This design comes from an exercise in tuning for small area, a short achievable clock period and few clock cycles on the open sky130 flow, not from production work. Power and IR drop assume default switching activity.

P:
==> flow/design.v (excerpt) <==
module pdm_decim (
    input  wire        clk,
    input  wire        rst,         
    input  wire [2:0]  cfg_ratio,   
    input  wire [1:0]  cfg_nch,     
    input  wire        cfg_bord,    
    input  wire [7:0]  cfg_gain,    
    input  wire        in_valid,
    output reg         in_ready,
    input  wire [7:0]  in_data,
    output reg         out_valid,
    input  wire        out_ready,
    output reg  [15:0] out_data,
    output reg  [1:0]  out_chan
);
    function [47:0] csa;
        input [23:0] a, b, c;
        csa = {{(a[22:0] & b[22:0]) | (a[22:0] & c[22:0]) | (b[22:0] & c[22:0]), 1'b0},
               a ^ b ^ c};
    endfunction
    function [51:0] csa26;
        input [25:0] a, b, c;
        csa26 = {{(a[24:0] & b[24:0]) | (a[24:0] & c[24:0]) | (b[24:0] & c[24:0]), 1'b0},
                 a ^ b ^ c};
    endfunction
    reg [1:0] c_nch;
    reg       c_bord;
    reg [7:0] c_gain;
  ...
Size: ~5800 cells after synthesis, about 1200 flip-flops.
==> flow/config.mk <==
export PLATFORM = sky130hd
export DESIGN_NAME = pdm_decim
export DESIGN_NICKNAME = pdm_decim
export VERILOG_FILES = /design/flow/design.v
export SDC_FILE = /design/flow/constraint.sdc
export NUM_CORES = 4
export LEC_CHECK = 0
export CAP_MARGIN = 20
export CORE_MARGIN = 2
export CORE_UTILIZATION = 55
export PLACE_DENSITY = 0.75
export SLEW_MARGIN = 20
==> flow/constraint.sdc <==
create_clock -name core_clock -period 12.0 [get_ports {clk}]
set_input_delay 2.4000 -clock core_clock [delete_from_list [all_inputs] [get_ports {clk}]]
set_output_delay 2.4000 -clock core_clock [all_outputs]
set_load 0.01 [all_outputs]
standard.sh (not shown) runs the stock make flow with config.mk's settings and CLKGATE_MAP_FILE= SYNTH_SCRIPT=/design/flow/synth_recipe.tcl, a recipe that flattens the netlist after the stock synthesis.
==> flow/flow/run.sh <==
#!/bin/bash
# Standard layout, with the resizer free to change a cell's footprint and a
# tighter timing-repair target (setup slack to reach at the design's period).
set -euo pipefail
bash standard.sh MATCH_CELL_FOOTPRINT=0 SETUP_SLACK_MARGIN=7.5 finish > standard_flow.log 2>&1
Modified inputs, Q compared to P
Settings: swapping 55 for 40 in CORE_UTILIZATION; swapping 0.75 for 0.6 in PLACE_DENSITY.
Results
Against P, Q reports a total power divided by cell area that is lower. P -> Q: area after synthesis delta 0, exact match. Taking P as the reference, in Q sequential cell count barely changed; maximum number of pins on one net before global-route repair climbed about 60%; clock-buffer cell count climbed 12; number of buffers inserted during clock tree synthesis climbed about 5.4%; buffering overhead barely changed. [compare] base=P new=Q: worst path setup slack after routing has decreased, sequential share of layout area now sits lower, area taken by flip-flops and latches shows no meaningful change.
Changes in R relative to Q:
==> flow/flow/run.sh <==
#!/bin/bash
# Standard layout, with the resizer free to change a cell's footprint and a
# tighter timing-repair target (setup slack to reach at the design's period).
set -euo pipefail
bash standard.sh MATCH_CELL_FOOTPRINT=0 SETUP_SLACK_MARGIN=7 finish > standard_flow.log 2>&1
Results
- Between Q and R, the flow reports pin count of the biggest net entering global routing decreasing by more than 10%.
- Going from Q to R, final period demand of the worst path rose by 55 ps, maximum frequency fell 1.1%, number of multi-input combinational cells essentially unchanged, part of the cycle the worst path needs +0.46 points, global-route met3 utilization flat.
- The slowest cell on the critical path comes out edfxtp_1 in one run and fa_1 in the other, namely in R and Q respectively.
- Compared with Q, in R worst setup slack lost 55 ps, register-to-register slack fell 60 ps.
Function was not checked in any run of this note: the RTL went through the layout flow alone.

---

== north ==
Another version of the RTL of pdm_decim (not shown whole).
Size in the first run: roughly 1200 flip-flops, roughly 46 I/O pins, ~74000 um^2 of cells after synthesis.
clock: 12.0 ns
lec_check: 0
cap_margin: 20
core_margin: 2
core_utilization: 55
place_density: 0.75
slew_margin: 20
==> flow/flow/run.sh <==
#!/bin/bash
# Standard layout, with the resizer free to change a cell's footprint and a
# tighter timing-repair target (setup slack to reach at the design's period).
set -euo pipefail
bash standard.sh MATCH_CELL_FOOTPRINT=0 SETUP_SLACK_MARGIN=8 finish > standard_flow.log 2>&1
Inputs modified between north and south:
--- a/flow/flow/run.sh
+++ b/flow/flow/run.sh
@@ -4,2 +4,2 @@
 set -euo pipefail
-bash standard.sh MATCH_CELL_FOOTPRINT=0 SETUP_SLACK_MARGIN=8 finish > standard_flow.log 2>&1
+bash standard.sh MATCH_CELL_FOOTPRINT=0 SETUP_SLACK_MARGIN=7.5 finish > standard_flow.log 2>&1
- The final layout from south, which completed every stage, passed the timing, DRC and antenna checks at the end of the flow.
- north has completed all stages; timing, DRC and antenna checks passed.
- Final-layout non-clock buffer area share down 2.3 points in south wrt north
- Utilization of the core after routing delta for south relative to north: 3.2 points lower
- Number of multi-input combinational cells in the layout essentially unchanged between south and north.
- The power consumption number comes out lower for south vs north.
- Number of flops mapped to enable cells by yosys: north vs south identical
- Re die area: no difference whatsoever between north and south.
- south: count of clock-buffer cells in the layout is 4.2% higher than what north reported.
- Lower relative area change from synthesis to final layout was reported by south, not north.
Function was not checked in any run of this note: the RTL went through the layout flow alone.

[re-timing with driven ports]
In the flow no input, the clock included, has a driving cell. The finished layouts below were timed again as built, in two steps. Step 1 sets driving cells, clkbuf_16 on the clock port and buf_2 on the other inputs (assumed; they add their load-dependent delay and slew). Step 2, shift: input delay + t, output delay - t, t = (earliest + latest rising clock arrival at the registers) / 2. This alone moves slack from input paths to output paths. a / b / c = ideal ports / drivers / drivers and shift; a / b = the first two.
run	t (ns)	setup WS [ns]	worst setup path at the end	cell pins on the clock port's net
P	0.855	7.131 / 7.131 / 6.812	input to register	1
Q	0.837	7.118 / 7.118 / 6.893	input to register	1
R	0.843	7.062 / 7.062 / 6.513	input to register	1
north	0.841	7.556 / 7.556 / 7.286	input to register	1
south	0.868	7.389 / 7.389 / 6.932	input to register	1
After both steps every run listed still meets setup and hold. For R, which loses most, drivers alone change the setup slack by 0.000 ns; drivers and shift together by -0.549 ns.
